What follows belongs to an exercise in optimizing a design on an open flow for small area; a production flow would make more cautious choices. Function was checked by simulation only, so behaviour that the tests miss may differ from the original. Power is estimated from default activity; no workload was simulated.

File: design.v
module mc3_engine (
    input  wire        clk,
    input  wire        rst,           
    input  wire        start,         
    input  wire [15:0] prog_len,      
    output wire [15:0] prog_addr,
    input  wire [7:0]  prog_rdata,
    output reg         mem_en,
    output reg         mem_we,
    output wire [24:0] mem_addr,
    output wire [23:0] mem_wdata,
    input  wire [23:0] mem_rdata,
    output wire        done,
    output wire [1:0]  fault,
    output wire [15:0] pc,
    output wire [24:0] mem_len
);
    localparam [1:0] OC_LC = 2'd0, OC_LM = 2'd1, OC_ST = 2'd2, OC_SQ = 2'd3;
    localparam [1:0] S_IDLE = 2'd0, S_F1 = 2'd1, S_TR = 2'd2, S_EX = 2'd3;
    reg [24:0] q1, q2, q3;
    reg [15:0] pc_r;
    reg [24:0] mlen_r;
    reg [1:0]  fault_r;
    reg        done_r;
    reg        f0;            
    reg [1:0]  st;
    reg [1:0]  oc;
    reg [1:0]  ph;
    reg [4:0]  cnt;
    assign mem_addr = q1;
    assign done     = done_r;
    assign fault    = fault_r;
    assign pc       = pc_r;
    assign mem_len  = mlen_r;
    reg  [3:0] f;
    reg  [16:0] pa;
    reg         pa_ge;
    reg         pa_c;
    integer     i;
    always @(*) begin
        pa_c = 1'b0;
        for (i = 0; i < 16; i = i + 1) begin
            if (i < 4) begin
                pa[i] = pc_r[i] ^ f[i] ^ pa_c;
                pa_c  = (pc_r[i] & f[i]) | (pa_c & (pc_r[i] ^ f[i]));
            end else begin
                pa[i] = pc_r[i] ^ pa_c;
                pa_c  = pc_r[i] & pa_c;
            end
        end
        pa[16] = pa_c;
        pa_ge = 1'b1;
        for (i = 0; i < 16; i = i + 1)
            pa_ge = prog_len[i] ? (pa[i] & pa_ge) : (pa[i] | pa_ge);
        pa_ge = pa_ge | pa[16];
    end
    assign prog_addr = pa[15:0];
    wire mclr = f0 && (cnt[1:0] == 2'd2) && (ph == 2'd1);    
    wire load = (st == S_EX) && (cnt[4:2] == 3'd0) && (cnt[1:0] != 2'd3);
    always @(*) begin
        f = 4'd0;
        case (st)
            S_TR: case (oc)                   
                OC_LC: f = 4'd5;
                OC_ST: f = 4'd4;
                default: f = 4'd8;
            endcase
            S_EX: begin
                if (load) begin
                    case (ph)
                        2'd0: f = ((oc == OC_SQ) ? 4'd8 : 4'd5) - {2'd0, cnt[1:0]};
                        2'd1: f = 4'd8 - {2'd0, cnt[1:0]};
                        default: f = 4'd2 - {2'd0, cnt[1:0]};
                    endcase
                end else begin                  
                    case (oc)
                        OC_LC: f = 4'd6;
                        OC_ST: f = 4'd5;
                        default: f = 4'd9;
                    endcase
                end
            end
            default: f = 4'd0;
        endcase
    end
    reg       op_ok;
    reg [1:0] op_c;
    always @(*) begin
        op_ok = 1'b1;
        op_c  = OC_LC;
        case (prog_rdata)
            8'd28: op_c = OC_LC;
            8'd24: op_c = OC_LM;
            8'd17: op_c = OC_ST;
            8'd19: op_c = OC_SQ;
            default: op_ok = 1'b0;
        endcase
    end
    reg [1:0] sq_bits;
    always @(*) begin
        case (cnt[3:0])
            4'd3:  sq_bits = mem_rdata[23:22];
            4'd4:  sq_bits = mem_rdata[21:20];
            4'd5:  sq_bits = mem_rdata[19:18];
            4'd6:  sq_bits = mem_rdata[17:16];
            4'd7:  sq_bits = mem_rdata[15:14];
            4'd8:  sq_bits = mem_rdata[13:12];
            4'd9:  sq_bits = mem_rdata[11:10];
            4'd10: sq_bits = mem_rdata[9:8];
            4'd11: sq_bits = mem_rdata[7:6];
            4'd12: sq_bits = mem_rdata[5:4];
            4'd13: sq_bits = mem_rdata[3:2];
            default: sq_bits = mem_rdata[1:0];
        endcase
    end
    wire [13:0] sq_rem_sh = {q3[23:12], sq_bits};
    wire [13:0] sq_trial  = {q3[11:0], 2'b01};
    reg  [13:0] sq_diff;
    reg         sq_ge;
    integer     j;
    always @(*) begin
        sq_ge = 1'b1;
        for (j = 0; j < 14; j = j + 1) begin
            sq_diff[j] = sq_rem_sh[j] ^ ~sq_trial[j] ^ sq_ge;
            sq_ge      = (sq_rem_sh[j] & ~sq_trial[j]) | (sq_ge & (sq_rem_sh[j] ^ ~sq_trial[j]));
        end
    end
    wire [11:0] sq_rem_n  = sq_ge ? sq_diff[11:0] : sq_rem_sh[11:0];
    wire [24:0] sq_next   = {q3[24], sq_rem_n, q3[10:0], sq_ge};
    wire in_ex = (st == S_EX);
    wire k_end = &q1[23:0];       
    wire p0 = (ph == 2'd0), p1 = (ph == 2'd1), p2 = (ph == 2'd2);
    wire c3 = (cnt == 5'd3), c4 = (cnt == 5'd4), c5 = (cnt == 5'd5);
    wire c14 = (cnt == 5'd14), c15 = (cnt == 5'd15), c16 = (cnt == 5'd16);
    reg  acc_d1, acc_d2, acc_d3;
    reg  track, kinc, sqstep, fin, wsel_rd, wmask, hold;
    wire inc = acc_d2 | kinc;
    wire upd = acc_d3;
    always @(*) begin
        mem_en  = 1'b0;
        mem_we  = 1'b0;
        track   = 1'b1;
        kinc    = 1'b0;
        sqstep  = 1'b0;
        fin     = 1'b0;
        wsel_rd = 1'b0;
        wmask   = 1'b0;
        hold    = 1'b0;
        if (in_ex && !load) begin
            case (oc)
                OC_LC: begin
                    if (c3 && p1) begin mem_en = 1'b1; mem_we = 1'b1; end
                    if (c4 && p1) fin = 1'b1;
                end
                OC_ST: begin
                    if (c3 && p1) mem_en = 1'b1;
                    if (c3 && p2) begin mem_en = 1'b1; mem_we = 1'b1; wsel_rd = 1'b1; end
                    if (c4 && p2) fin = 1'b1;
                end
                OC_SQ: begin
                    if (c15) begin
                        if (p2) begin mem_en = 1'b1; mem_we = 1'b1; wmask = 1'b1; end
                    end else if (c16) begin
                        if (p2) fin = 1'b1;
                    end else begin
                        if (p1) begin mem_en = 1'b1; track = c14; end
                        if (p2) sqstep = 1'b1;
                    end
                end
                default: begin   
                    if (c3) begin
                        if (p2) begin fin = k_end; end
                    end else if (c4) begin
                        if (p0) mem_en = 1'b1;
                        if (p1) begin
                            mem_en = 1'b1; mem_we = 1'b1; wsel_rd = 1'b1; kinc = 1'b1;
                        end
                        if (p2) hold = !k_end;
                    end else begin
                        if (p1) fin = 1'b1;
                    end
                end
            endcase
        end
    end
    assign mem_wdata = wsel_rd ? mem_rdata : {q3[23:12] & {12{~wmask}}, q3[11:0]};
    wire       bmask = f0 || (ph == 2'd0 && cnt[1:0] == 2'd0) ||
                       (ph == 2'd1 && cnt[1:0] == 2'd0 && oc == OC_ST) ||
                       (ph == 2'd2 && oc == OC_SQ);
    wire       binv  = (ph == 2'd1) && (oc == OC_LM);
    wire [7:0] bval  = bmask ? 8'd0 : (prog_rdata ^ {8{binv}});
    reg [24:0] q_inc;
    reg        q_c;
    reg        m_gt;
    integer    k;
    always @(*) begin
        q_c = inc;
        for (k = 0; k < 25; k = k + 1) begin
            q_inc[k] = q3[k] ^ q_c;
            q_c      = q3[k] & q_c;
        end
        m_gt = 1'b0;
        for (k = 0; k < 25; k = k + 1)
            m_gt = mlen_r[k] ? (q1[k] & m_gt) : (q1[k] | m_gt);
    end
    always @(posedge clk) begin
        acc_d1 <= !rst && mem_en && track;
        acc_d2 <= !rst && acc_d1;
        acc_d3 <= !rst && acc_d2;
        if (load || f0)
            q1 <= {1'b0, q3[15:0], bval};
        else if (sqstep)
            q1 <= sq_next;
        else
            q1 <= q_inc;
        q2 <= q1;
        q3 <= q2;
    end
    always @(posedge clk) begin
        if (rst) begin
            st     <= S_IDLE;
            done_r <= 1'b0;
            f0     <= 1'b0;
        end else begin
            if (start && st == S_IDLE && !f0) begin
                pc_r    <= 16'd0;
                ph      <= 2'd0;
                cnt     <= 5'd0;
                fault_r <= 2'd0;
                done_r  <= 1'b0;
                f0      <= 1'b1;
            end else begin
                if ((upd && m_gt) || mclr)
                    mlen_r <= q1;
                if (f0) begin
                    ph  <= (ph == 2'd2) ? 2'd0 : ph + 2'd1;
                    if (ph == 2'd2)
                        cnt <= cnt + 5'd1;
                    if (mclr) begin
                        f0 <= 1'b0;
                        if (pa_ge) done_r <= 1'b1;
                        else       st <= S_F1;
                    end
                end else begin
                    case (st)
                        S_F1: begin
                            if (!op_ok) begin
                                fault_r <= 2'd1;
                                done_r  <= 1'b1;
                                st      <= S_IDLE;
                            end else begin
                                oc <= op_c;
                                st <= S_TR;
                            end
                        end
                        S_TR: begin
                            if (pa_ge) begin
                                fault_r <= 2'd2;
                                done_r  <= 1'b1;
                                st      <= S_IDLE;
                            end else begin
                                st  <= S_EX;
                                ph  <= 2'd0;
                                cnt <= 5'd0;
                            end
                        end
                        S_EX: begin
                            ph  <= (ph == 2'd2) ? 2'd0 : ph + 2'd1;
                            if (ph == 2'd2 && !hold)
                                cnt <= cnt + 5'd1;
                            if (fin) begin
                                pc_r <= pa[15:0];
                                if (pa_ge) begin
                                    done_r <= 1'b1;
                                    st     <= S_IDLE;
                                end else
                                    st <= S_F1;
                            end
                        end
                        default: ;
                    endcase
                end
            end
        end
    end
endmodule
File: flow/run.sh
#!/bin/bash
set -euo pipefail
bash standard.sh "BUFFER_PORTS_ARGS=-buffer_cell sky130_fd_sc_hd__buf_1" finish > flow_standard.log 2>&1
File: standard.sh
#!/bin/bash
# synth_recipe.tcl (not shown) runs the flow's synth.tcl, then flattens the netlist and writes it again
# the make line also repeats each setting of config.mk as NAME=value (left out here)
make -C /OpenROAD-flow-scripts/flow DESIGN_CONFIG=/design/flow/config.mk WORK_HOME=/design/flow/orfs CLKGATE_MAP_FILE= SYNTH_SCRIPT=/design/flow/synth_recipe.tcl "${@:-finish}"
File: config.mk
export PLATFORM = sky130hd
export DESIGN_NAME = mc3_engine
export DESIGN_NICKNAME = mc3_engine
export VERILOG_FILES = /design/flow/design.v
export SDC_FILE = /design/flow/constraint.sdc
export NUM_CORES = 4
export LEC_CHECK = 0
export CAP_MARGIN = 0
export CORE_MARGIN = 2
export CORE_UTILIZATION = 40
export CTS_BUF_LIST = sky130_fd_sc_hd__clkbuf_8
export CTS_CLUSTER_DIAMETER = 300
export CTS_CLUSTER_SIZE = 50
export SLEW_MARGIN = 0
File: constraint.sdc
create_clock -name core_clock -period 8.0 [get_ports {clk}]
set_input_delay 1.6000 -clock core_clock [delete_from_list [all_inputs] [get_ports {clk}]]
set_output_delay 1.6000 -clock core_clock [all_outputs]
set_load 0.01 [all_outputs]
==> results of run 1 <==
cell type report:
| type | instances | area (um2) | share of cell area, % |
|---|---|---|---|
| Clock buffer | 17 | 234 | 2.84 |
| Clock inverter | 15 | 128 | 1.55 |
| Inverter | 61 | 229 | 2.78 |
| Multi-Input combinational cell | 476 | 3490 | 42.5 |
| Sequential cell | 134 | 3200 | 38.9 |
| Tap cell | 225 | 282 | 3.42 |
| Timing Repair Buffer | 168 | 657 | 7.98 |
per-stage QoR:
stage / area (um2) / utilization, %
2_1_floorplan: 7080 / -
3_3_place_gp: 7870 / 45.5
3_5_place_dp: 7870 / 45.5
4_1_cts: 8230 / 47.6
5_1_grt: 8230 / 47.6
6_report: 8230 / 47.6
power groups by stage:
stage,Clock (mW),Combinational [mW],Sequential [mW]
after CTS,0.540,0.419,0.908
after global placement,0,0.413,0.923
after detailed placement,0,0.415,0.924
after global routing,0.570,0.478,0.923
after floorplan,0,0.283,0.883
final,0.528,0.420,0.908
worst max-delay path, cell delays in order, from the launching register on:
cell,delay [ns]
sky130_fd_sc_hd__edfxtp_1,0.52
sky130_fd_sc_hd__ha_1,0.43
sky130_fd_sc_hd__nor4_2,0.63
sky130_fd_sc_hd__and2_1,0.23
sky130_fd_sc_hd__o211ai_1,0.10
sky130_fd_sc_hd__a32o_1,0.28
sky130_fd_sc_hd__ha_1,0.17
sky130_fd_sc_hd__inv_1,0.06
sky130_fd_sc_hd__fa_1,0.17
sky130_fd_sc_hd__fa_1,0.18
sky130_fd_sc_hd__fa_1,0.16
sky130_fd_sc_hd__inv_1,0.04
sky130_fd_sc_hd__ha_1,0.17
sky130_fd_sc_hd__ha_1,0.19
sky130_fd_sc_hd__ha_1,0.19
sky130_fd_sc_hd__ha_1,0.19
sky130_fd_sc_hd__ha_1,0.18
sky130_fd_sc_hd__ha_1,0.18
sky130_fd_sc_hd__ha_1,0.18
sky130_fd_sc_hd__ha_1,0.19
sky130_fd_sc_hd__ha_1,0.18
sky130_fd_sc_hd__ha_1,0.19
sky130_fd_sc_hd__ha_1,0.18
sky130_fd_sc_hd__ha_1,0.28
sky130_fd_sc_hd__buf_1,0.15
layout by cell type (no fill, tap or decap), types with 22 or more instances in the layout:
cell type and count:
sky130_fd_sc_hd__buf_1 161, sky130_fd_sc_hd__dfxtp_1 82, sky130_fd_sc_hd__inv_1 63, sky130_fd_sc_hd__nor2_1 62, sky130_fd_sc_hd__ha_1 53, sky130_fd_sc_hd__edfxtp_1 52, sky130_fd_sc_hd__nand2_1 43, sky130_fd_sc_hd__a21oi_1 42
sky130_fd_sc_hd__o21ai_0 28, sky130_fd_sc_hd__nor2b_1 22
cells by family (layout without fill, tap and decap cells):
group	count (synthesis)	in the layout	synth area share [%]
xor+xnor	12	12	1.49
simple gates	198	198	14.0
compound gates	168	168	16.0
mux	23	23	3.45
buf+inv	93	261	5.39
flops	134	134	45.3
fa+ha+maj	75	75	14.4
flip-flops by register name, summed over array words and instances (netlist names):
name / flops
fault_r: 2
q2: 25
acc_d2: 1
st: 2
q3: 25
oc: 2
f0: 1
acc_d1: 1
acc_d3: 1
ph: 2
mlen_r: 25
q1: 25
pc_r: 16
cnt: 5
done_r: 1
routing by layer:
layer / share of wire (%) / track usage, % / up-vias
met5: 0 / 0 / -
met4: 1.4 / 6.70 / 0
met3: 6.6 / 5.19 / 26
met2: 43 / 30.5 / 206
met1: 49 / 29.7 / 2756
li1: - / - / 2841
worst paths after layout:
check | start | endpoint | slack [ns] | cells after the start
hold / removal | q2[10] | q3[10] | 0.33 | 0
setup reg to reg | cnt[0] | q1[23] | 0.99 | 25
hold reg to reg | q2[10] | q3[10] | 0.33 | 0
setup / recovery | cnt[0] | prog_addr[15] | 0.53 | 24
==> results.txt, run 1 <==
fraction of registers with async set or reset after synthesis=0%; run status=timing/DRC/antenna clean; shortest clock period the worst path allows after layout=7.47 ns; Switching Share=34.1%; buffers added on ports=161; Final Skew=0.0111 ns; Max Clock Freq=134 MHz; number of DRC markers in iteration 0=393; relative contribution of sequential cells to total power=49.0%; total die area=18800 um2; relative area change from synthesis to final layout=16.2%; path type of the worst setup path=register to primary output; postcts setup bufs=0; Primary FF master, synth=sky130_fd_sc_hd__dfxtp_1; internal power=1.22 mW; clock group share of total power=28.4%; post-route clock period utilization=93.4%; count of endpoints failing setup in the final report=0; horizontal die dimension=137 um; RSZ-0062 raised after global routing=no; fill cell count=1717; number of hold buffers added after cts=0; final non-filler cell total=1096; Worst Hold Margin=0.327 ns; clock tree from TritonCTS=built; Remaining Overflow, GRT=0; Combinational Power Share=22.6%; Static Leak=3.28 nW; path type of the worst min-delay path=register to register; Longest Clk Path Bufs=2; Clk pin slew, worst setup/hold paths=0.08 ns; CP max FO=12; fin nets=975; top area cells in the synthesized netlist=sky130_fd_sc_hd__dfxtp_1, sky130_fd_sc_hd__edfxtp_1, sky130_fd_sc_hd__ha_1; starting density of the core=40.9%; count of endpoints failing hold in the final timing report=0; Synthesis Warnings=1; headroom to the max-slew limit=25.2%; I/O pin count=162; Row Count=48; Clock H-tree levels=4; post-synth design cell area=7080 um2; Fin Setup TNS=0 ns; cell count after synthesis=703; placed instance count=1064; category of the worst setup path capture point=primary output; via-per-instance ratio=5.32; DRC violation count after routing=0; fraction of layout cells with a size suffix above 1=6.77%; clock latency of the later-clocked register in the worst-skew pair=0.44 ns; largest area contributor in the netlist=sky130_fd_sc_hd__dfxtp_1; synthesized net count=820; top cell types by occurrence after synthesis=sky130_fd_sc_hd__dfxtp_1, sky130_fd_sc_hd__nor2_1, sky130_fd_sc_hd__inv_1, sky130_fd_sc_hd__ha_1, sky130_fd_sc_hd__edfxtp_1; Worst setup SP type=register; number of enable flip-flop cells after synthesis=52; post-synthesis area per instance=10.1 um2; count of vias placed by the detailed router=5829; clock buffer count from CTS=17; count of antenna diodes in the layout=0; Worst Tran Pin Value=1.12 ns; worst slack, placed=0.455 ns; pin count of the biggest net entering global routing=43; global-route usage over all layers=20.7%; total power density per cell area=226 nW/um2; Die Y-Extent=137 um; post-cts sizing count=0; Synth Register Bits=134; max-capacitance violation count=0; antenna violations before repair=0; 1st-pass router iterations=5; post-synthesis cell type count=71; NetSw=0.633 mW; Slew Viols, Final=0; most repeated cell in the gate-level netlist after synthesis=sky130_fd_sc_hd__dfxtp_1; average wire per standard cell=17.3 um; count of clock tree sinks=134; Routed WL=18900 um; Final Wtd Congestion=0.882; HPWL Detailed=14400 um; crit path setup slack, layout=0.531 ns; PnR Total Power=1.86 mW; VDD IR-drop max=120 uV; critical path arrival=5.87 ns; core footprint=17300 um2; WP data required=6.40 ns; via count of the first global-routing pass=5367; Clock Root Buffer=sky130_fd_sc_hd__clkbuf_8; remaining number of nets flagged by the antenna check after routing=0; sequential-to-total area share from yosys stat=45.3%; global-route wire length before repair=29500 um; fraction of synthesized cell area taken by the top area cell type=23.2%
==> run 2, diff against run 1 <==
==> flow/run.sh (replaced) <==
#!/bin/bash
set -euo pipefail
bash standard.sh \
  "BUFFER_PORTS_ARGS=-buffer_cell sky130_fd_sc_hd__buf_1" \
  "CTS_ARGS=-sink_clustering_enable -repair_clock_nets -dont_use_dummy_load -buf_list sky130_fd_sc_hd__clkbuf_8" \
  finish > flow_standard.log 2>&1
--- a/config.mk
+++ b/config.mk
@@ -8,7 +8,4 @@
 export CAP_MARGIN = 0
 export CORE_MARGIN = 2
 export CORE_UTILIZATION = 40
-export CTS_BUF_LIST = sky130_fd_sc_hd__clkbuf_8
-export CTS_CLUSTER_DIAMETER = 300
-export CTS_CLUSTER_SIZE = 50
 export SLEW_MARGIN = 0
==> run 2 against run 1 <==
Still clean on timing, DRC and antenna. Total power fell by 6.6%. Critical path depth unchanged. Cell count down 1.4%. Via count is 1.1% lower. Flip-flop and latch count did not move. Count of clock-buffer cells in the layout unchanged. First-iteration DRC count rose by 10%. Area after synthesis did not move. Critical endpoint unchanged.
==> results.txt, run 2 <==
run status=timing/DRC/antenna clean (unchanged); Longest Clk Path Bufs=2 (unchanged); core footprint=17300 um2 (unchanged); buffers added on ports=161 (unchanged); Die Y-Extent=137 um (unchanged); cell count after synthesis=703 (unchanged); largest area contributor in the netlist=sky130_fd_sc_hd__dfxtp_1 (unchanged); fraction of synthesized cell area taken by the top area cell type=23.2% (unchanged); dominant delay contributor by cell family on the critical path=adder cells (unchanged); count of vias placed by the detailed router=5764 (was 5829); Clock H-tree levels=4 (unchanged); CP max FO=12 (unchanged); fraction of registers with async set or reset after synthesis=0% (unchanged); antenna violations before repair=0 (unchanged); Primary FF master, synth=sky130_fd_sc_hd__dfxtp_1 (unchanged); Critical Path Most Common Cell=sky130_fd_sc_hd__ha_1 (unchanged); headroom to the max-slew limit=25.8% (was 25.2%); placed instance count=1064 (unchanged); Static Leak=3.21 nW (was 3.28 nW); post-route clock period utilization=93.0% (was 93.4%); path type of the worst setup path=register to primary output (unchanged); Final Wtd Congestion=0.882 (unchanged); clock latency of the later-clocked register in the worst-skew pair=0.44 ns (about the same); final non-filler cell total=1081 (was 1096); fin nets=975 (unchanged); pin count of the biggest net entering global routing=43 (unchanged); most frequent cells in the layout=sky130_fd_sc_hd__buf_1, sky130_fd_sc_hd__dfxtp_1, sky130_fd_sc_hd__nor2_1 (was sky130_fd_sc_hd__buf_1, sky130_fd_sc_hd__dfxtp_1, sky130_fd_sc_hd__inv_1); Remaining Overflow, GRT=0 (unchanged); shortest clock period the worst path allows after layout=7.44 ns (was 7.47 ns); DRC violation count after routing=0 (unchanged); via-per-instance ratio=5.33 (was 5.32); critical path arrival=5.84 ns (was 5.87 ns); sequential-to-total area share from yosys stat=45.3% (unchanged); Max Clock Freq=134 MHz (about the same); list of cells traversed by the critical path=ha_1, nor4_2, and2_1, o211ai_1, a32o_1, ha_1, inv_1, fa_1, fa_1, fa_1, inv_1, ha_1, ha_1, ha_1, ha_1, ha_1, ha_1, ha_1, ha_1, ha_1, ha_1, ha_1, ha_1, buf_1 (unchanged); number of hold buffers added after cts=0 (unchanged); RSZ-0062 raised after global routing=no (unchanged); Slew Viols, Final=0 (unchanged); relative area change from synthesis to final layout=14.4% (was 16.2%); synthesized net count=820 (unchanged); postcts setup bufs=0 (unchanged); remaining number of nets flagged by the antenna check after routing=0 (unchanged); top area cells in the synthesized netlist=sky130_fd_sc_hd__dfxtp_1, sky130_fd_sc_hd__edfxtp_1, sky130_fd_sc_hd__ha_1 (unchanged); VDD IR-drop max=119 uV (was 120 uV); total power density per cell area=214 nW/um2 (was 226 nW/um2); I/O pin count=162 (unchanged); post-synthesis cell type count=71 (unchanged); count of endpoints failing hold in the final timing report=0 (unchanged); Clock Root Buffer=sky130_fd_sc_hd__clkbuf_8 (unchanged); Row Count=48 (unchanged); global-route wire length before repair=29300 um (was 29500 um); Fin Setup TNS=0 ns (unchanged); HPWL Detailed=14400 um (unchanged); fraction of layout cells with a size suffix above 1=5.37% (was 6.77%); number of DRC markers in iteration 0=433 (was 393); WP data required=6.40 ns (about the same); most repeated cell in the gate-level netlist after synthesis=sky130_fd_sc_hd__dfxtp_1 (unchanged); 1st-pass router iterations=5 (unchanged); starting density of the core=40.9% (unchanged); total buffers and inverters traversed by the critical path=3 (unchanged); clock tree from TritonCTS=built (unchanged); count of antenna diodes in the layout=0 (unchanged); Routed WL=18800 um (was 18900 um); count of clock tree sinks=134 (unchanged); total die area=18800 um2 (unchanged); number of enable flip-flop cells after synthesis=52 (unchanged); Synthesis Warnings=1 (unchanged); path type of the worst min-delay path=register to register (unchanged); library cell contributing the largest single delay on the critical path=sky130_fd_sc_hd__nor4_2 (unchanged); clock buffer count from CTS=17 (unchanged); global-route usage over all layers=20.6% (was 20.7%); average wire per standard cell=17.4 um (was 17.3 um); max-capacitance violation count=0 (unchanged); post-cts sizing count=0 (unchanged); count of endpoints failing setup in the final report=0 (unchanged); CP peak stage delay=0.63 ns (about the same); via count of the first global-routing pass=5363 (was 5367); Worst Tran Pin Value=1.11 ns (was 1.12 ns); top cell types by occurrence after synthesis=sky130_fd_sc_hd__dfxtp_1, sky130_fd_sc_hd__nor2_1, sky130_fd_sc_hd__inv_1, sky130_fd_sc_hd__ha_1, sky130_fd_sc_hd__edfxtp_1 (unchanged); post-synth design cell area=7080 um2 (unchanged); horizontal die dimension=137 um (unchanged); post-synthesis area per instance=10.1 um2 (unchanged); fill cell count=1723 (was 1717); Final Skew=0.0274 ns (was 0.0111 ns); Synth Register Bits=134 (unchanged); Worst setup SP type=register (unchanged); most common cell after layout, fill and taps aside=sky130_fd_sc_hd__buf_1 (unchanged); Clk pin slew, worst setup/hold paths=0.07 ns (was 0.08 ns); category of the worst setup path capture point=primary output (unchanged)
-- run 2: cell counts after synthesis --
No cell type changed its count.
-- run 2: cell type report --
| cell class | instances | area (um2) | area share (%) |
|---|---|---|---|
| multi-input combinational | 476 | 3490 | 43.1 |
| sequential | 134 | 3200 | 39.5 |
| timing repair buffer | 168 | 657 | 8.11 |
| tap | 225 | 282 | 3.48 |
| clock buffer | 17 | 234 | 2.89 |
| inverter | 61 | 229 | 2.83 |
-- run 2: worst paths after layout --
check	cells past startpoint	from	slack, ns	end
worst max-delay path	24	cnt[0]	0.56	prog_addr[15]
worst min-delay path	0	q2[8]	0.32	q3[8]
worst max register to register	25	cnt[0]	0.99	q1[23]
worst min register to register	0	q2[8]	0.32	q3[8]
-- run 2: stage by stage --
step | util [%] | cell area [um2] | total power [mW] | setup WS, ns | hold WS, ns
after floorplan | - | 7080 | 1.17 | 1.14 | 0.310
after detailed placement | 45.5 | 7870 | 1.34 | 0.455 | 0.312
after global placement | 45.5 | 7870 | 1.34 | 0.646 | 0.310
final | 46.8 | 8100 | 1.73 | 0.562 | 0.317
after global routing | 46.8 | 8100 | 1.84 | 0.0813 | 0.321
after CTS | 46.8 | 8100 | 1.75 | 0.518 | 0.315
-- run 2: cells by family after synthesis --
| kind of cell | count (synthesis) | synth area share, % |
|---|---|---|
| AND/OR/NAND/NOR | 198 | 14.0 |
| AO/OA/AOI/OAI | 168 | 16.0 |
| flip-flops | 134 | 45.3 |
| buffers and inverters | 93 | 5.39 |
| adder cells (fa/ha/maj) | 75 | 14.4 |
| multiplexers | 23 | 3.45 |
| XOR/XNOR | 12 | 1.49 |
-- run 2: power by group --
group	total [mW]	internal, mW	switching [mW]
Clock	0.405	0.187	0.218
Combinational	0.420	0.176	0.243
Sequential	0.909	0.800	0.109
Total	1.73	1.16	0.571
-- run 2: worst register-to-register path, stage by stage (launching register included) --
cell	delay, ns
sky130_fd_sc_hd__edfxtp_1	0.52
sky130_fd_sc_hd__ha_1	0.44
sky130_fd_sc_hd__nor2_1	0.16
sky130_fd_sc_hd__a21oi_1	0.05
sky130_fd_sc_hd__o31ai_1	0.36
sky130_fd_sc_hd__a32o_1	0.20
sky130_fd_sc_hd__nor2_1	0.08
sky130_fd_sc_hd__ha_1	0.19
sky130_fd_sc_hd__fa_1	0.38
sky130_fd_sc_hd__fa_1	0.40
sky130_fd_sc_hd__fa_1	0.40
sky130_fd_sc_hd__fa_1	0.39
sky130_fd_sc_hd__fa_1	0.39
sky130_fd_sc_hd__fa_1	0.39
sky130_fd_sc_hd__fa_1	0.38
sky130_fd_sc_hd__fa_1	0.39
sky130_fd_sc_hd__fa_1	0.36
sky130_fd_sc_hd__inv_1	0.08
sky130_fd_sc_hd__fa_1	0.16
sky130_fd_sc_hd__a21o_1	0.10
sky130_fd_sc_hd__a21oi_1	0.30
sky130_fd_sc_hd__buf_4	0.30
sky130_fd_sc_hd__mux2i_1	0.15
sky130_fd_sc_hd__nor2_1	0.06
sky130_fd_sc_hd__a21oi_1	0.14
sky130_fd_sc_hd__o21ai_0	0.11
-- run 2: metal layers --
metal  vias up  global-route usage [%]  share of wire (%)
met5         -                       0                  0
met4         0                    6.87                1.5
met3        23                    4.74                6.6
met2       197                    30.4                 43
met1      2716                    29.5                 49
li1       2828                       -                  -
==> run 3, diff against run 2 <==
==> flow/run.sh (replaced) <==
#!/bin/bash
set -euo pipefail
bash standard.sh \
  "BUFFER_PORTS_ARGS=-buffer_cell sky130_fd_sc_hd__buf_1" \
  "CTS_ARGS=-sink_clustering_enable -repair_clock_nets -dont_use_dummy_load -root_buf sky130_fd_sc_hd__clkbuf_16 -buf_list sky130_fd_sc_hd__clkbuf_4" \
  finish > flow_standard.log 2>&1
==> run 3 against run 2 <==
Still clean on timing, DRC and antenna. Clock power fell by about 20%. First-iteration DRC count fell by 7.6%. Sequential share of layout area rose by 0.44 points. Cell count did not move. Largest cell class unchanged.
==> results.txt, run 3 <==
Remaining Overflow, GRT=0 (unchanged); post-synthesis cell type count=71 (unchanged); Final Core Density=46.3% (was 46.8%); Clock H-tree levels=4 (unchanged); count of antenna diodes in the layout=0 (unchanged); Routed WL=18900 um (was 18800 um); count of endpoints failing hold in the final timing report=0 (unchanged); run status=timing/DRC/antenna clean (unchanged); XOR/XNOR share of the synthesized area=1.49% (unchanged); library cell contributing the largest single delay on the critical path=sky130_fd_sc_hd__nor4_2 (unchanged); fin nets=975 (unchanged); Row Count=48 (unchanged); sequential-to-total area share from yosys stat=45.3% (unchanged); path type of the worst min-delay path=register to register (unchanged); top area cells in the synthesized netlist=sky130_fd_sc_hd__dfxtp_1, sky130_fd_sc_hd__edfxtp_1, sky130_fd_sc_hd__ha_1 (unchanged); critical path arrival=5.77 ns (was 5.84 ns); worst setup slack for register-to-register paths=1.01 ns (was 0.99 ns); largest area contributor in the netlist=sky130_fd_sc_hd__dfxtp_1 (unchanged); via-per-instance ratio=5.40 (was 5.33); I/O pin count=162 (unchanged); 1st-pass router iterations=7 (was 5); global-route wire length before repair=29300 um (about the same); max-capacitance violation count=0 (unchanged); count of vias placed by the detailed router=5836 (was 5764); global-route usage over all layers=20.6% (about the same); Slew Viols, Final=0 (unchanged); fraction of registers with async set or reset after synthesis=0% (unchanged); Critical Path Most Common Cell=sky130_fd_sc_hd__ha_1 (unchanged); WP data required=6.40 ns (about the same); antenna violations before repair=0 (unchanged); fraction of layout cells with a size suffix above 1=5.37% (unchanged); headroom to the max-slew limit=25.8% (about the same); relative area change from synthesis to final layout=13.2% (was 14.4%); clock tree from TritonCTS=built (unchanged); Clk pin slew, worst setup/hold paths=0.11 ns (was 0.07 ns); Final Wtd Congestion=0.882 (unchanged); clock latency of the later-clocked register in the worst-skew pair=0.38 ns (was 0.44 ns); via count of the first global-routing pass=5354 (was 5363); fill cell count=1736 (was 1723); Synth Register Bits=134 (unchanged); Synth Area in Simple Gates=14.0% (unchanged); Max Clock Freq=136 MHz (was 134 MHz); launch point of the critical path=cnt[0] (unchanged); dominant combinational cell family by area after synthesis=compound AO/OA/AOI/OAI gates (unchanged); Synth Area in Adders=14.4% (unchanged); Worst Hold Launch=q2[8] (unchanged); core footprint=17300 um2 (unchanged); Static Leak=3.17 nW (was 3.21 nW); buffers added on ports=161 (unchanged); Worst Tran Pin Value=1.11 ns (about the same); PnR Total Power=1.65 mW (was 1.73 mW); DRC violation count after routing=0 (unchanged); Final Skew=0.0396 ns (was 0.0274 ns); Worst setup SP type=register (unchanged); clock buffer count from CTS=17 (unchanged); cell count after synthesis=703 (unchanged); total power density per cell area=206 nW/um2 (was 214 nW/um2); post-synthesis area per instance=10.1 um2 (unchanged); Die Y-Extent=137 um (unchanged); most repeated cell in the gate-level netlist after synthesis=sky130_fd_sc_hd__dfxtp_1 (unchanged); count of clock tree sinks=134 (unchanged); fraction of synthesized cell area taken by the top area cell type=23.2% (unchanged); number of DRC markers in iteration 0=400 (was 433); CP max FO=12 (unchanged); Fin Setup TNS=0 ns (unchanged); list of cells traversed by the critical path=ha_1, nor4_2, and2_1, o211ai_1, a32o_1, ha_1, inv_1, fa_1, fa_1, fa_1, inv_1, ha_1, ha_1, ha_1, ha_1, ha_1, ha_1, ha_1, ha_1, ha_1, ha_1, ha_1, ha_1, buf_1 (unchanged); category of the worst setup path capture point=primary output (unchanged); post-cts sizing count=0 (unchanged); average wire per standard cell=17.5 um (was 17.4 um); fraction of synthesized area in multiplexers=3.45% (unchanged); number of hold buffers added after cts=0 (unchanged); top cell types by occurrence after synthesis=sky130_fd_sc_hd__dfxtp_1, sky130_fd_sc_hd__nor2_1, sky130_fd_sc_hd__inv_1, sky130_fd_sc_hd__ha_1, sky130_fd_sc_hd__edfxtp_1 (unchanged); Synthesis Warnings=1 (unchanged); shortest clock period the worst path allows after layout=7.37 ns (was 7.44 ns); remaining number of nets flagged by the antenna check after routing=0 (unchanged); most common cell after layout, fill and taps aside=sky130_fd_sc_hd__buf_1 (unchanged); post-route clock period utilization=92.2% (was 93.0%); count of endpoints failing setup in the final report=0 (unchanged); RSZ-0062 raised after global routing=no (unchanged); post-synth design cell area=7080 um2 (unchanged); synthesized net count=820 (unchanged); complex-gate fraction of the synthesized area=16.0% (unchanged); Clock Root Buffer=sky130_fd_sc_hd__clkbuf_16 (was sky130_fd_sc_hd__clkbuf_8); path type of the worst setup path=register to primary output (unchanged); pin count of the biggest net entering global routing=43 (unchanged); horizontal die dimension=137 um (unchanged); HPWL Detailed=14400 um (unchanged); startpoint of the worst-slack reg-to-reg timing path=cnt[0] (unchanged); Longest Clk Path Bufs=2 (unchanged); number of enable flip-flop cells after synthesis=52 (unchanged); Primary FF master, synth=sky130_fd_sc_hd__dfxtp_1 (unchanged); most frequent cells in the layout=sky130_fd_sc_hd__buf_1, sky130_fd_sc_hd__dfxtp_1, sky130_fd_sc_hd__nor2_1 (unchanged); VDD IR-drop max=110 uV (was 119 uV); CP peak stage delay=0.63 ns (about the same); starting density of the core=40.9% (unchanged); postcts setup bufs=0 (unchanged); total die area=18800 um2 (unchanged)
-- run 3: cell count changes in the layout (fill, tap and decap cells not counted) --
cell | before | now
sky130_fd_sc_hd__clkbuf_8 | 17 | 0
sky130_fd_sc_hd__clkbuf_16 | 0 | 1
sky130_fd_sc_hd__clkbuf_4 | 0 | 16
-- run 3: worst max-delay path, delay by kind of cell (launching register included) --
family,cells,cell delay [ns]
AND/OR/NAND/NOR,2,0.86
buffers and inverters,3,0.25
adder cells (fa/ha/maj),17,3.40
flip-flops,1,0.52
AO/OA/AOI/OAI,2,0.38
-- run 3: power breakdown --
group	total, mW	switching, mW	leakage (nW)	internal [mW]
logic	0.420	0.244	1.92	0.176
clock network	0.324	0.208	0.0859	0.116
registers	0.908	0.109	1.16	0.799
-- run 3: worst paths after layout --
path | endpoint | cells past startpoint
setup / recovery | prog_addr[15] | 24
hold / removal | q3[8] | 0
setup reg to reg | q1[23] | 25
hold reg to reg | q3[8] | 0
-- run 3: layer usage --
metal | GRT usage [%] | wire [um] | vias to the layer above
met5 | 0 | 0 | -
met4 | 6.36 | 306 | 0
met3 | 5.22 | 1480 | 25
met2 | 30.4 | 8140 | 229
met1 | 29.5 | 8950 | 2751
li1 | - | - | 2831
-- run 3: layout make-up --
type / instances / area [um2] / area share, %
clock buffer: 17 / 145 / 1.81
sequential: 134 / 3200 / 40.0
tap: 225 / 282 / 3.51
multi-input combinational: 476 / 3490 / 43.6
inverter: 61 / 229 / 2.86
timing repair buffer: 168 / 657 / 8.20
-- run 3: cell families (layout without fill, tap and decap cells) --
kind of cell,count (synthesis),in the layout
flops,134,134
fa+ha+maj,75,75
simple gates,198,198
xor+xnor,12,12
compound gates,168,168
buf+inv,93,246
mux,23,23
-- run 3: through the flow --
stage	worst slack [ns]	hold slack, ns	instance area [um2]	std cells
detailed placement	0.455	0.312	7870	1064
floorplan	1.14	0.310	7080	703
global route	0.149	0.322	8010	1081
finish	0.628	0.317	8010	1081
global placement	0.646	0.310	7870	1064
CTS	0.596	0.314	8010	1081
==> run 4, diff against run 3 <==
==> flow/run.sh (replaced) <==
#!/bin/bash
# The standard layout (standard.sh) with three changes:
#  - synthesis maps the logic with an area-oriented ABC script (synth_area.tcl)
#  - port buffers use the smallest buffer cell
#  - the clock tree has no dummy balancing loads, clkbuf_4 leaves
set -euo pipefail
export FLOW_SYNTH_TCL="$PWD/synth_recipe.tcl"
export AREA_ABC_SCRIPT="$PWD/flow/area.abc"
bash standard.sh \
  "SYNTH_SCRIPT=$PWD/flow/synth_area.tcl" \
  "BUFFER_PORTS_ARGS=-buffer_cell sky130_fd_sc_hd__buf_1" \
  "CTS_ARGS=-sink_clustering_enable -repair_clock_nets -dont_use_dummy_load -root_buf sky130_fd_sc_hd__clkbuf_16 -buf_list sky130_fd_sc_hd__clkbuf_4 sky130_fd_sc_hd__clkbuf_8" \
  finish > flow_standard.log 2>&1
==> flow/area.abc (new file) <==
strash
ifraig
scorr
dc2
strash
&get -n
&dch -f
&nf -a
&put
mfs2
strash
&get -n
&dch -f
&nf -a
&put
topo
==> flow/synth_area.tcl (new file) <==
# The standard synthesis (synth_recipe.tcl), except that the combinational
# logic is mapped with the area-oriented ABC script in area.abc instead of
# ORFS's speed script. Registers are untouched by ABC.
proc abc {args} {
  set out {}
  set skip 0
  foreach a $args {
    if {$skip} { set skip 0; continue }
    if {$a eq "-script"} { set skip 1; continue }
    lappend out $a
  }
  yosys abc -script $::env(AREA_ABC_SCRIPT) {*}$out
}
source $::env(FLOW_SYNTH_TCL)
==> run 4 against run 3 <==
The flow now stops in clock tree synthesis. Synthesized cell count down 5.3%. Area after synthesis down 6.1%.
==> results.txt, run 4 <==
Synth Register Bits=134 (unchanged); I/O pin count=162 (unchanged); post-synthesis area per instance=9.98 um2 (was 10.1 um2); worst slack, placed=0.731 ns (was 0.455 ns); largest area contributor in the netlist=sky130_fd_sc_hd__dfxtp_1 (unchanged); starting density of the core=40.5% (was 40.9%); run status=did not finish (was timing/DRC/antenna clean); fraction of synthesized cell area taken by the top area cell type=24.7% (was 23.2%); Synthesis Warnings=1 (unchanged); XOR/XNOR share of the synthesized area=1.32% (was 1.49%); sequential-to-total area share from yosys stat=48.2% (was 45.3%); Row Count=47 (was 48); Primary FF master, synth=sky130_fd_sc_hd__dfxtp_1 (unchanged); Final Wtd Congestion=0.937 (was 0.882); complex-gate fraction of the synthesized area=17.0% (was 16.0%); buffers added on ports=161 (unchanged); last stage reached=clock tree synthesis; fraction of registers with async set or reset after synthesis=0% (unchanged); Die Y-Extent=133 um (was 137 um); error message=[ERROR STA-0564] clock_tree_synthesis positional arguments not supported.; top cell types by occurrence after synthesis=sky130_fd_sc_hd__dfxtp_1, sky130_fd_sc_hd__nor2_1, sky130_fd_sc_hd__clkinv_1, sky130_fd_sc_hd__nand2_1, sky130_fd_sc_hd__ha_1 (was sky130_fd_sc_hd__dfxtp_1, sky130_fd_sc_hd__nor2_1, sky130_fd_sc_hd__inv_1, sky130_fd_sc_hd__ha_1, sky130_fd_sc_hd__edfxtp_1); top area cells in the synthesized netlist=sky130_fd_sc_hd__dfxtp_1, sky130_fd_sc_hd__edfxtp_1, sky130_fd_sc_hd__ha_1 (unchanged); horizontal die dimension=133 um (was 137 um); number of enable flip-flop cells after synthesis=52 (unchanged); post-synthesis cell type count=43 (was 71); Synth Area in Simple Gates=14.0% (about the same); Synth Area in Adders=13.9% (was 14.4%); synthesized net count=783 (was 820); placed instance count=1054 (was 1064); cell count after synthesis=666 (was 703); post-synth design cell area=6640 um2 (was 7080 um2); fraction of synthesized area in multiplexers=1.68% (was 3.45%); HPWL Detailed=13500 um (was 14400 um); most repeated cell in the gate-level netlist after synthesis=sky130_fd_sc_hd__dfxtp_1 (unchanged); dominant combinational cell family by area after synthesis=compound AO/OA/AOI/OAI gates (unchanged)
run 4: cell types whose count changed after synthesis, moves of 11 or more:
cell,change
sky130_fd_sc_hd__clkbuf_1,-17
sky130_fd_sc_hd__clkinv_1,+69
sky130_fd_sc_hd__inv_1,-61
sky130_fd_sc_hd__mux2_2,-11
sky130_fd_sc_hd__mux2i_1,-11
sky130_fd_sc_hd__nand2_1,+15
sky130_fd_sc_hd__nand2b_1,-11
sky130_fd_sc_hd__nor2_1,+11
sky130_fd_sc_hd__o22ai_1,+14
run 4: cell families after synthesis:
group	after synthesis
and+or+nand+nor	205
AOI/OAI and AO/OA	172
DFF	134
buffers and inverters	69
adders and majority gates	66
xor gates and xnor gates	10
muxes	10
run 4: worst max-delay path by stage:
stage	start	to	slack [ns]	cells past startpoint
3_5_place_dp	mem_rdata[20]	q1[16]	0.73	22
3_3_place_gp	mem_rdata[20]	q1[16]	0.83	22
2_1_floorplan	mem_rdata[20]	q1[14]	1.13	22
run 4: through the flow:
step	hold slack (ns)	cell area (um2)	power, mW
2_1_floorplan	0.310	6640	1.25
3_3_place_gp	0.310	7600	1.44
3_5_place_dp	0.312	7600	1.44
run 4: power by group through the flow:
stage                     combinational, mW  clock [mW]  sequential (mW)
after floorplan                       0.299           0            0.952
after global placement                0.461           0            0.977
after detailed placement              0.463           0            0.978
==> run 5, diff against run 4 <==
--- a/flow/run.sh
+++ b/flow/run.sh
@@ -9,5 +9,5 @@
 bash standard.sh \
   "SYNTH_SCRIPT=$PWD/flow/synth_area.tcl" \
   "BUFFER_PORTS_ARGS=-buffer_cell sky130_fd_sc_hd__buf_1" \
-  "CTS_ARGS=-sink_clustering_enable -repair_clock_nets -dont_use_dummy_load -root_buf sky130_fd_sc_hd__clkbuf_16 -buf_list sky130_fd_sc_hd__clkbuf_4 sky130_fd_sc_hd__clkbuf_8" \
+  "CTS_ARGS=-sink_clustering_enable -repair_clock_nets -dont_use_dummy_load -root_buf sky130_fd_sc_hd__clkbuf_16 -buf_list {sky130_fd_sc_hd__clkbuf_4 sky130_fd_sc_hd__clkbuf_8}" \
   finish > flow_standard.log 2>&1
==> run 5 against run 4 <==
Now clean on timing, DRC and antenna. Synthesized cell count unchanged. Area after synthesis unchanged.
==> results.txt, run 5 <==
clock group share of total power=22.6%; fin nets=970; NetSw=0.622 mW; sequential-to-total area share from yosys stat=48.2% (unchanged); fraction of synthesized area in multiplexers=1.68% (unchanged); post-route cell area=7850 um2; number of enable flip-flop cells after synthesis=52 (unchanged); global-route usage over all layers=21.1%; Synthesis Warnings=1 (unchanged); top cell types by occurrence after synthesis=sky130_fd_sc_hd__dfxtp_1, sky130_fd_sc_hd__nor2_1, sky130_fd_sc_hd__clkinv_1, sky130_fd_sc_hd__nand2_1, sky130_fd_sc_hd__ha_1 (unchanged); remaining number of nets flagged by the antenna check after routing=0; Switching Share=33.7%; library cell contributing the largest single delay on the critical path=sky130_fd_sc_hd__edfxtp_1; VDD IR-drop max=121 uV; post-route clock period utilization=91.8%; critical path arrival=5.75 ns; WP data required=6.40 ns; Max Clock Freq=136 MHz; total buffers and inverters traversed by the critical path=3; Longest Clk Path Bufs=2; post-cts sizing count=0; antenna violations before repair=1; most common cell after layout, fill and taps aside=sky130_fd_sc_hd__buf_1; fill cell count=1623; post-placement cell area=7600 um2 (unchanged); count of vias placed by the detailed router=5668; total power density per cell area=235 nW/um2; total die area=17700 um2; fraction of synthesized cell area taken by the top area cell type=24.7% (unchanged); buffers added on ports=161 (unchanged); Worst setup SP type=register; 1st-pass router iterations=7; starting density of the core=40.5% (unchanged); horizontal die dimension=133 um (unchanged); post-synth design cell area=6640 um2 (unchanged); internal power=1.22 mW; XOR/XNOR share of the synthesized area=1.32% (unchanged); post-synthesis area per instance=9.98 um2 (unchanged); clock tree from TritonCTS=built; fraction of layout cells with a size suffix above 1=3.29%; headroom to the max-slew limit=31.8%; relative contribution of sequential cells to total power=52.1%; Clock Root Buffer=sky130_fd_sc_hd__clkbuf_16; most frequent cells in the layout=sky130_fd_sc_hd__buf_1, sky130_fd_sc_hd__dfxtp_1, sky130_fd_sc_hd__nor2_1; Final Wtd Congestion=0.937 (unchanged); run status=timing/DRC/antenna clean (was did not finish); Synth Register Bits=134 (unchanged); Static Leak=2.97 nW; post-synthesis cell type count=43 (unchanged); count of endpoints failing hold in the final timing report=0; category of the worst setup path capture point=primary output; Final Skew=0.0354 ns; synthesized net count=783 (unchanged); count of antenna diodes in the layout=0; shortest clock period the worst path allows after layout=7.35 ns; Remaining Overflow, GRT=0; RSZ-0062 raised after global routing=no; clock buffer count from CTS=17; I/O pin count=162 (unchanged); dominant combinational cell family by area after synthesis=compound AO/OA/AOI/OAI gates (unchanged); average wire per standard cell=16.8 um; Clk pin slew, worst setup/hold paths=0.05 ns; fraction of registers with async set or reset after synthesis=0% (unchanged); clock latency of the later-clocked register in the worst-skew pair=0.38 ns; Die Y-Extent=133 um (unchanged); path type of the worst min-delay path=register to register; Clock H-tree levels=4; via count of the first global-routing pass=5342; largest area contributor in the netlist=sky130_fd_sc_hd__dfxtp_1 (unchanged); Slew Viols, Final=0; via-per-instance ratio=5.29; Routed WL=18000 um; count of endpoints failing setup in the final report=0; number of DRC markers in iteration 0=438; most repeated cell in the gate-level netlist after synthesis=sky130_fd_sc_hd__dfxtp_1 (unchanged); postcts setup bufs=0; number of hold buffers added after cts=0; core footprint=16400 um2; dominant delay contributor by cell family on the critical path=adder cells; Critical Path Most Common Cell=sky130_fd_sc_hd__ha_1; DRC violation count after routing=0; cell count after synthesis=666 (unchanged); Row Count=47 (unchanged); pin count of the biggest net entering global routing=40; CP max FO=10; Combinational Power Share=25.2%; complex-gate fraction of the synthesized area=17.0% (unchanged); max-capacitance violation count=0; top area cells in the synthesized netlist=sky130_fd_sc_hd__dfxtp_1, sky130_fd_sc_hd__edfxtp_1, sky130_fd_sc_hd__ha_1 (unchanged); path type of the worst setup path=register to primary output; Synth Area in Adders=13.9% (unchanged); relative area change from synthesis to final layout=18.1%; Worst Tran Pin Value=1.01 ns; global-route wire length before repair=28900 um; Synth Area in Simple Gates=14.0% (unchanged); count of clock tree sinks=134; CP peak stage delay=0.52 ns; HPWL Detailed=13500 um (unchanged); Primary FF master, synth=sky130_fd_sc_hd__dfxtp_1 (unchanged); Fin Setup TNS=0 ns
==> run 5: power groups by stage <==
stage          logic (mW)  registers [mW]  clock network (mW)
3_3_place_gp        0.461           0.977                   0
2_1_floorplan       0.299           0.952                   0
5_1_grt             0.530           0.981               0.458
6_report            0.466           0.963               0.418
3_5_place_dp        0.463           0.978                   0
4_1_cts             0.466           0.963               0.429
==> run 5: layer usage <==
metal	share of wire, %	GRT usage (%)	routed length (um)	vias to the layer above
met5	0.067	0	12	-
met4	1.7	6.15	301	2
met3	8.1	7.36	1450	26
met2	43	30.4	7740	215
met1	47	29.9	8520	2636
li1	-	-	-	2789
==> run 5: logic make-up after synthesis <==
group	count (synthesis)
muxes	10
AOI/OAI and AO/OA	172
and+or+nand+nor	205
adders and majority gates	66
buffers and inverters	69
xor gates and xnor gates	10
DFF	134
==> run 5: final cells by class <==
cell class              count  area (um2)  share of cell area (%)
clock buffers              17         245                    3.12
well taps                 220         275                    3.51
inverters                  69         259                    3.30
repair buffers            168         657                    8.37
multi-input cells         463        3210                    40.9
flip-flops and latches    134        3200                    40.8
==> run 5: path summary, 6_finish.rpt <==
path,cells after the start,startpoint,slack (ns),end
max,25,cnt[0],0.65,prog_addr[15]
min,0,q2[22],0.32,q3[22]
max reg2reg,30,cnt[0],0.98,cnt[4]
min reg2reg,0,q2[22],0.32,q3[22]
==> run 5: through the flow <==
step	utilization, %	worst slack, ns	total power [mW]	hold slack (ns)	cells
global route	47.8	0.183	1.97	0.333	1071
CTS	47.8	0.615	1.86	0.325	1071
global placement	46.3	0.833	1.44	0.310	1054
floorplan	-	1.13	1.25	0.310	666
finish	47.8	0.653	1.85	0.323	1071
detailed placement	46.3	0.731	1.44	0.312	1054
==> run 6, diff against run 5 <==
--- a/flow/run.sh
+++ b/flow/run.sh
@@ -9,5 +9,5 @@
 bash standard.sh \
   "SYNTH_SCRIPT=$PWD/flow/synth_area.tcl" \
   "BUFFER_PORTS_ARGS=-buffer_cell sky130_fd_sc_hd__buf_1" \
-  "CTS_ARGS=-sink_clustering_enable -repair_clock_nets -dont_use_dummy_load -root_buf sky130_fd_sc_hd__clkbuf_16 -buf_list {sky130_fd_sc_hd__clkbuf_4 sky130_fd_sc_hd__clkbuf_8}" \
+  "CTS_ARGS=-sink_clustering_enable -repair_clock_nets -dont_use_dummy_load -buf_list sky130_fd_sc_hd__clkbuf_8" \
   finish > flow_standard.log 2>&1
==> flow/area.abc (replaced) <==
strash
ifraig
scorr
dc2
strash
&get -n
&deepsyn -J 1000
&put
strash
&get -n
&dch -f
&nf -a
&put
mfs2
strash
&get -n
&dch -f
&nf -a
&put
topo
==> run 6 against run 5 <==
Via count is 4.6% lower. Still clean. Worst hold slack better by 0.0023 ns. Count of clock-buffer cells in the layout stayed put. Wire length is 4.0% higher. Clock power is 2% lower. Core utilization is 0.17 points higher.
==> results.txt, run 6 <==
I/O pin count=162 (unchanged); WHS Endpoint=q3[15] (was q3[22]); multi-input combinational cell area=2980 um2 (was 3210 um2); fraction of registers with async set or reset after synthesis=0% (unchanged); Routed WL=18800 um (was 18000 um); clock latency of the later-clocked register in the worst-skew pair=0.44 ns (was 0.38 ns); HPWL Detailed=14300 um (was 13500 um); DRC violation count after routing=0 (unchanged); via count of the first global-routing pass=5248 (was 5342); starting density of the core=40.7% (was 40.5%); clock tree from TritonCTS=built (unchanged); dominant delay contributor by cell family on the critical path=adder cells (unchanged); Slew Viols, Final=0 (unchanged); run status=timing/DRC/antenna clean (unchanged); count of endpoints failing hold in the final timing report=0 (unchanged); fin nets=911 (was 970); antenna violations before repair=0 (was 1); Worst Hold Launch=q2[15] (was q2[22]); count of clock tree sinks=134 (unchanged); RSZ-0062 raised after global routing=no (unchanged); top cell types by occurrence after synthesis=sky130_fd_sc_hd__dfxtp_1, sky130_fd_sc_hd__clkinv_1, sky130_fd_sc_hd__ha_1 (was sky130_fd_sc_hd__dfxtp_1, sky130_fd_sc_hd__nor2_1, sky130_fd_sc_hd__clkinv_1, sky130_fd_sc_hd__nand2_1, sky130_fd_sc_hd__ha_1); average wire per standard cell=18.6 um (was 16.8 um); CP max FO=10 (unchanged); Worst Tran Pin Value=1.21 ns (was 1.01 ns); WP data required=6.40 ns (about the same); Synthesis Warnings=1 (unchanged); total die area=17100 um2 (was 17700 um2); core footprint=15800 um2 (was 16400 um2); max-capacitance violation count=0 (unchanged); Final Wtd Congestion=0.883 (was 0.937); Row Count=46 (was 47); Clk pin slew, worst setup/hold paths=0.07 ns (was 0.05 ns); critical path arrival=5.74 ns (was 5.75 ns); clock buffer count from CTS=17 (unchanged); area used by sequential logic in the layout=3200 um2 (unchanged); Synth Register Bits=134 (unchanged); Longest Clk Path Bufs=2 (unchanged); post-cts sizing count=0 (unchanged); Die Y-Extent=131 um (was 133 um); most common cell after layout, fill and taps aside=sky130_fd_sc_hd__buf_1 (unchanged); count of antenna diodes in the layout=0 (unchanged); fraction of synthesized cell area taken by the top area cell type=25.5% (was 24.7%); launch point of the critical path=cnt[0] (unchanged); total buffers and inverters traversed by the critical path=3 (unchanged); pin count of the biggest net entering global routing=28 (was 40); Fin Setup TNS=0 ns (unchanged); most repeated cell in the gate-level netlist after synthesis=sky130_fd_sc_hd__dfxtp_1 (unchanged); library cell contributing the largest single delay on the critical path=sky130_fd_sc_hd__edfxtp_1 (unchanged); count of vias placed by the detailed router=5409 (was 5668); Critical Path Most Common Cell=sky130_fd_sc_hd__ha_1 (unchanged); sequential-to-total area share from yosys stat=49.8% (was 48.2%); headroom to the max-slew limit=19.1% (was 31.8%); largest area contributor in the netlist=sky130_fd_sc_hd__dfxtp_1 (unchanged); cell count after synthesis=609 (was 666); via-per-instance ratio=5.37 (was 5.29); synthesized net count=726 (was 783); Worst Reg-to-Reg Cells=26 (was 30); final non-filler cell total=1008 (was 1071); remaining number of nets flagged by the antenna check after routing=0 (unchanged); relative area change from synthesis to final layout=18.0% (was 18.1%); Primary FF master, synth=sky130_fd_sc_hd__dfxtp_1 (unchanged); Static Leak=2.89 nW (was 2.97 nW); count of endpoints failing setup in the final report=0 (unchanged); CP peak stage delay=0.51 ns (was 0.52 ns); path type of the worst setup path=register to primary output (unchanged); number of instances on the worst hold path=0 (unchanged); Max Clock Freq=136 MHz (about the same); placed instance count=991 (was 1054); list of cells traversed by the critical path=ha_1, o21ai_0, o21ai_0, a31oi_1, o31ai_1, ha_1, clkinv_1, fa_1, fa_1, fa_1, clkinv_1, ha_1, ha_1, ha_1, ha_1, ha_1, ha_1, ha_1, ha_1, ha_1, ha_1, ha_1, ha_1, buf_1; number of hold buffers added after cts=0 (unchanged); 1st-pass router iterations=5 (was 7); Final Skew=0.0279 ns (was 0.0354 ns); Worst setup SP type=register (unchanged); Clock Root Buffer=sky130_fd_sc_hd__clkbuf_8 (was sky130_fd_sc_hd__clkbuf_16); number of DRC markers in iteration 0=360 (was 438); shortest clock period the worst path allows after layout=7.34 ns (was 7.35 ns); buffers added on ports=161 (unchanged); category of the worst setup path capture point=primary output (unchanged); path type of the worst min-delay path=register to register (unchanged); horizontal die dimension=131 um (was 133 um); Remaining Overflow, GRT=0 (unchanged); post-route clock period utilization=91.8% (about the same); Clock H-tree levels=4 (unchanged); top area cells in the synthesized netlist=sky130_fd_sc_hd__dfxtp_1, sky130_fd_sc_hd__edfxtp_1, sky130_fd_sc_hd__ha_1 (unchanged); worst setup slack for register-to-register paths=0.85 ns (was 0.98 ns); most frequent cells in the layout=sky130_fd_sc_hd__buf_1, sky130_fd_sc_hd__dfxtp_1, sky130_fd_sc_hd__clkinv_1 (was sky130_fd_sc_hd__buf_1, sky130_fd_sc_hd__dfxtp_1, sky130_fd_sc_hd__nor2_1); post-synthesis cell type count=50 (was 43); postcts setup bufs=0 (unchanged); global-route wire length before repair=28400 um (was 28900 um); Reg2Reg Capture Point=q1[19] (was cnt[4]); global-route usage over all layers=22.2% (was 21.1%); total power density per cell area=182 nW/um2 (was 235 nW/um2); number of enable flip-flop cells after synthesis=52 (unchanged); fill cell count=1540 (was 1623); post-synth design cell area=6440 um2 (was 6640 um2); VDD IR-drop max=109 uV (was 121 uV); fraction of layout cells with a size suffix above 1=3.16% (was 3.29%); startpoint of the worst-slack reg-to-reg timing path=cnt[0] (unchanged); post-synthesis area per instance=10.6 um2 (was 9.98 um2)
## run 6: cell types whose count changed in the layout (fill, tap and decap cells not counted), sizes merged, moves of 7 or more
cell	change
nor2	-22
a21oi	-20
a221o	+8
a22o	+7
a31oi	-7
xnor2	-7
## run 6: where the power goes
group | switching (mW) | internal [mW]
clock | 0.223 | 0.187
combinational | 0.108 | 0.0697
sequential | 0.0459 | 0.749
total | 0.376 | 1.01
## run 6: area by class of cell
| cell class | instances | share of cell area [%] |
|---|---|---|
| clock buffer | 17 | 3.08 |
| inverter | 72 | 3.56 |
| multi-input combinational | 403 | 39.2 |
| sequential | 134 | 42.2 |
| tap | 216 | 3.56 |
| timing repair buffer | 166 | 8.45 |
## run 6: how the worst max path moves through the flow
stage,to,slack (ns),depth (start not counted)
floorplan,q1[19],0.82,23
global placement,q1[20],0.62,25
detailed placement,q1[19],0.45,25
CTS,prog_addr[15],0.64,24
global route,prog_addr[15],0.21,24
finish,prog_addr[15],0.66,24
## run 6: per-stage QoR
stage	hold WS [ns]	power, mW	worst slack [ns]	utilization [%]	instance area, um2
2_1_floorplan	0.310	0.901	0.821	-	6440
3_3_place_gp	0.310	0.985	0.624	46.5	7360
3_5_place_dp	0.312	0.987	0.455	46.5	7360
4_1_cts	0.323	1.39	0.635	48.0	7600
5_1_grt	0.322	1.45	0.207	48.0	7600
6_report	0.325	1.38	0.660	48.0	7600
## run 6: layer usage
layer  GRT usage [%]  part of all wire, %  wire (um)  vias up
met3            4.32                  5.3        991       20
met5               0                    0          0        -
met2            35.3                   47       8840      179
met1            31.3                   47       8730     2592
li1                -                    -          -     2618
met4            5.63                  1.1        199        0
## run 6: cells by family after synthesis
group	count (synthesis)	synth area share, %
adder cells (fa/ha/maj)	66	14.3
AO/OA/AOI/OAI	158	17.6
buffers and inverters	72	4.20
XOR/XNOR	3	0.408
multiplexers	11	1.89
flip-flops	134	49.8
AND/OR/NAND/NOR	165	11.8
## run 6: worst reg2reg max path: stages, from the launching register on
cell and delay, ns:
sky130_fd_sc_hd__edfxtp_1 0.51, sky130_fd_sc_hd__clkinv_1 0.12, sky130_fd_sc_hd__ha_1 0.61, sky130_fd_sc_hd__a22oi_1 0.19
sky130_fd_sc_hd__a21boi_0 0.29, sky130_fd_sc_hd__o21ai_0 0.11, sky130_fd_sc_hd__a21oi_1 0.15, sky130_fd_sc_hd__a221oi_1 0.10
sky130_fd_sc_hd__ha_1 0.24, sky130_fd_sc_hd__fa_1 0.39, sky130_fd_sc_hd__fa_1 0.41, sky130_fd_sc_hd__fa_1 0.39
sky130_fd_sc_hd__fa_1 0.40, sky130_fd_sc_hd__fa_1 0.39, sky130_fd_sc_hd__fa_1 0.40, sky130_fd_sc_hd__fa_1 0.39
sky130_fd_sc_hd__fa_1 0.38, sky130_fd_sc_hd__fa_1 0.37, sky130_fd_sc_hd__clkinv_1 0.06, sky130_fd_sc_hd__fa_1 0.15
sky130_fd_sc_hd__a21o_1 0.11, sky130_fd_sc_hd__a21oi_1 0.12, sky130_fd_sc_hd__nor3_1 0.29, sky130_fd_sc_hd__buf_4 0.25
sky130_fd_sc_hd__nand2_1 0.08, sky130_fd_sc_hd__o221ai_1 0.06, sky130_fd_sc_hd__a21oi_1 0.06
==> run 7, diff against run 6 <==
==> flow/area.abc (replaced) <==
strash
ifraig
scorr
dc2
strash
&get -n
&dch -f
&nf -a
&put
mfs2
strash
&get -n
&dch -f
&nf -a
&put
topo
==> run 7 against run 6 <==
Still clean. Area after synthesis rose by 3.2%. Die area increased by 3.1%. Sequential share of layout area fell by 1.3 points. Flip-flop and latch count stayed put. Critical path depth grew 1. Critical path type unchanged. Critical endpoint unchanged.
==> results.txt, run 7 <==
Final Wtd Congestion=0.937 (was 0.883); Final Core Density=47.8% (was 48.0%); top area cells in the synthesized netlist=sky130_fd_sc_hd__dfxtp_1, sky130_fd_sc_hd__edfxtp_1, sky130_fd_sc_hd__ha_1 (unchanged); Synthesis Warnings=1 (unchanged); Final Skew=0.0350 ns (was 0.0279 ns); launch point of the critical path=cnt[0] (unchanged); via-per-instance ratio=5.32 (was 5.37); post-route clock period utilization=92.9% (was 91.8%); antenna violations before repair=1 (was 0); Worst Tran Pin Value=1.03 ns (was 1.21 ns); post-placement cell area=7600 um2 (was 7360 um2); Worst Hold Margin=0.323 ns (was 0.325 ns); count of endpoints failing hold in the final timing report=0 (unchanged); remaining number of nets flagged by the antenna check after routing=0 (unchanged); postcts setup bufs=0 (unchanged); WP data required=6.40 ns (about the same); post-cts sizing count=0 (unchanged); count of antenna diodes in the layout=0 (unchanged); horizontal die dimension=133 um (was 131 um); via count of the first global-routing pass=5342 (was 5248); DRC violation count after routing=0 (unchanged); Clock Root Buffer=sky130_fd_sc_hd__clkbuf_8 (unchanged); shortest clock period the worst path allows after layout=7.43 ns (was 7.34 ns); global-route wire length before repair=28900 um (was 28400 um); fin nets=970 (was 911); path type of the worst setup path=register to primary output (unchanged); total power density per cell area=234 nW/um2 (was 182 nW/um2); worst slack, placed=0.731 ns (was 0.455 ns); post-synthesis area per instance=9.98 um2 (was 10.6 um2); startpoint of the worst-slack reg-to-reg timing path=cnt[0] (unchanged); Max Clock Freq=135 MHz (was 136 MHz); relative area change from synthesis to final layout=17.9% (was 18.0%); number of hold buffers added after cts=0 (unchanged); VDD IR-drop max=98.5 uV (was 109 uV); fraction of synthesized cell area taken by the top area cell type=24.7% (was 25.5%); clock buffer count from CTS=17 (unchanged); crit path setup slack, layout=0.570 ns (was 0.660 ns); I/O pin count=162 (unchanged); total die area=17700 um2 (was 17100 um2); run status=timing/DRC/antenna clean (unchanged); global-route usage over all layers=21.1% (was 22.2%); Clock H-tree levels=4 (unchanged); sequential-to-total area share from yosys stat=48.2% (was 49.8%); largest area contributor in the netlist=sky130_fd_sc_hd__dfxtp_1 (unchanged); average wire per standard cell=16.8 um (was 18.6 um); Fin Setup TNS=0 ns (unchanged); post-route cell area=7840 um2 (was 7600 um2); Synth Register Bits=134 (unchanged); category of the worst setup path capture point=primary output (unchanged); cell count after synthesis=666 (was 609); path type of the worst min-delay path=register to register (unchanged); post-synthesis cell type count=43 (was 50); buffers added on ports=161 (unchanged); count of vias placed by the detailed router=5695 (was 5409); most common cell after layout, fill and taps aside=sky130_fd_sc_hd__buf_1 (unchanged); CP max FO=10 (unchanged); synthesized net count=783 (was 726); Die Y-Extent=133 um (was 131 um); Routed WL=18000 um (was 18800 um); fraction of registers with async set or reset after synthesis=0% (unchanged); most repeated cell in the gate-level netlist after synthesis=sky130_fd_sc_hd__dfxtp_1 (unchanged); Primary FF master, synth=sky130_fd_sc_hd__dfxtp_1 (unchanged); fraction of layout cells with a size suffix above 1=3.29% (was 3.16%); post-synth design cell area=6640 um2 (was 6440 um2); most frequent cells in the layout=sky130_fd_sc_hd__buf_1, sky130_fd_sc_hd__dfxtp_1, sky130_fd_sc_hd__nor2_1 (was sky130_fd_sc_hd__buf_1, sky130_fd_sc_hd__dfxtp_1, sky130_fd_sc_hd__clkinv_1); top cell types by occurrence after synthesis=sky130_fd_sc_hd__dfxtp_1, sky130_fd_sc_hd__nor2_1, sky130_fd_sc_hd__clkinv_1, sky130_fd_sc_hd__nand2_1, sky130_fd_sc_hd__ha_1 (was sky130_fd_sc_hd__dfxtp_1, sky130_fd_sc_hd__clkinv_1, sky130_fd_sc_hd__ha_1); pin count of the biggest net entering global routing=40 (was 28); number of DRC markers in iteration 0=440 (was 360); clock latency of the later-clocked register in the worst-skew pair=0.46 ns (was 0.44 ns); clock tree from TritonCTS=built (unchanged); HPWL Detailed=13500 um (was 14300 um)
==> run 7: changes by cell type in the layout (fill, tap and decap cells not counted), sizes merged, moves of 6 or more <==
| cell | change |
|---|---|
| xnor2 | +7 |
| a211oi | -6 |
| nand2 | +6 |
| a22o | -7 |
| nor2 | +22 |
| o21ai | +6 |
| a21oi | +20 |
| a31oi | +7 |
| a221o | -8 |
| nand3 | +6 |
==> run 7: cell type report <==
cell class,count,area (um2)
Sequential cell,134,3200
Multi-Input combinational cell,463,3210
Tap cell,220,275
Timing Repair Buffer,168,657
Inverter,69,259
Fill cell,1625,8570
Clock buffer,17,234
==> run 7: critical path, cell delays in order (launching register included) <==
cell,delay [ns]
sky130_fd_sc_hd__edfxtp_1,0.52
sky130_fd_sc_hd__ha_1,0.43
sky130_fd_sc_hd__nor3_1,0.37
sky130_fd_sc_hd__nand3_1,0.31
sky130_fd_sc_hd__o21ai_0,0.20
sky130_fd_sc_hd__o21ai_0,0.12
sky130_fd_sc_hd__a22o_1,0.20
sky130_fd_sc_hd__ha_1,0.18
sky130_fd_sc_hd__clkinv_1,0.05
sky130_fd_sc_hd__fa_1,0.17
sky130_fd_sc_hd__fa_1,0.18
sky130_fd_sc_hd__fa_1,0.17
sky130_fd_sc_hd__clkinv_1,0.06
sky130_fd_sc_hd__ha_1,0.18
sky130_fd_sc_hd__ha_1,0.18
sky130_fd_sc_hd__ha_1,0.18
sky130_fd_sc_hd__ha_1,0.19
sky130_fd_sc_hd__ha_1,0.18
sky130_fd_sc_hd__ha_1,0.18
sky130_fd_sc_hd__ha_1,0.18
sky130_fd_sc_hd__ha_1,0.18
sky130_fd_sc_hd__ha_1,0.19
sky130_fd_sc_hd__ha_1,0.18
sky130_fd_sc_hd__ha_1,0.18
sky130_fd_sc_hd__ha_1,0.29
sky130_fd_sc_hd__buf_1,0.15
==> run 7: power breakdown <==
group,internal (mW),switching [mW],leakage [nW]
Sequential,0.841,0.121,1.16
Combinational,0.184,0.282,1.67
Clock,0.186,0.220,0.122
Total,1.21,0.624,2.96
==> run 7: kinds of logic (layout without fill, tap and decap cells) <==
logic type	count (synthesis)	after routing	synth area share (%)
and+or+nand+nor	205	205	14.0
AOI/OAI and AO/OA	172	172	17.0
DFF	134	134	48.2
buffers and inverters	69	254	3.90
adders and majority gates	66	66	13.9
xor gates and xnor gates	10	10	1.32
muxes	10	10	1.68
==> run 7: stage by stage <==
stage | instances | total power, mW
4_1_cts | 1071 | 1.85
3_3_place_gp | 1054 | 1.44
3_5_place_dp | 1054 | 1.44
5_1_grt | 1071 | 1.96
6_report | 1071 | 1.84
2_1_floorplan | 666 | 1.25
==> run 7: worst paths after layout <==
| path | endpoint | slack, ns | cells after the start |
|---|---|---|---|
| worst max register to register | cnt[4] | 0.98 | 30 |
| worst min register to register | q3[22] | 0.32 | 0 |
| worst max-delay path | prog_addr[15] | 0.57 | 25 |
| worst min-delay path | q3[22] | 0.32 | 0 |
==> run 7: metal layers <==
metal	share of wire, %	GRT usage [%]	up-vias
met5	0.067	0	-
met1	47	29.9	2645
li1	-	-	2789
met4	1.7	6.15	2
met3	8.3	7.36	26
met2	43	30.4	233

Setup slack of run 7, layout unchanged: 0.570 ns with ideal ports, 0.532 ns with driving cells assumed (clock clkbuf_16, inputs buf_2), 0.676 ns with port delays also shifted by the 0.481 ns mid clock arrival.
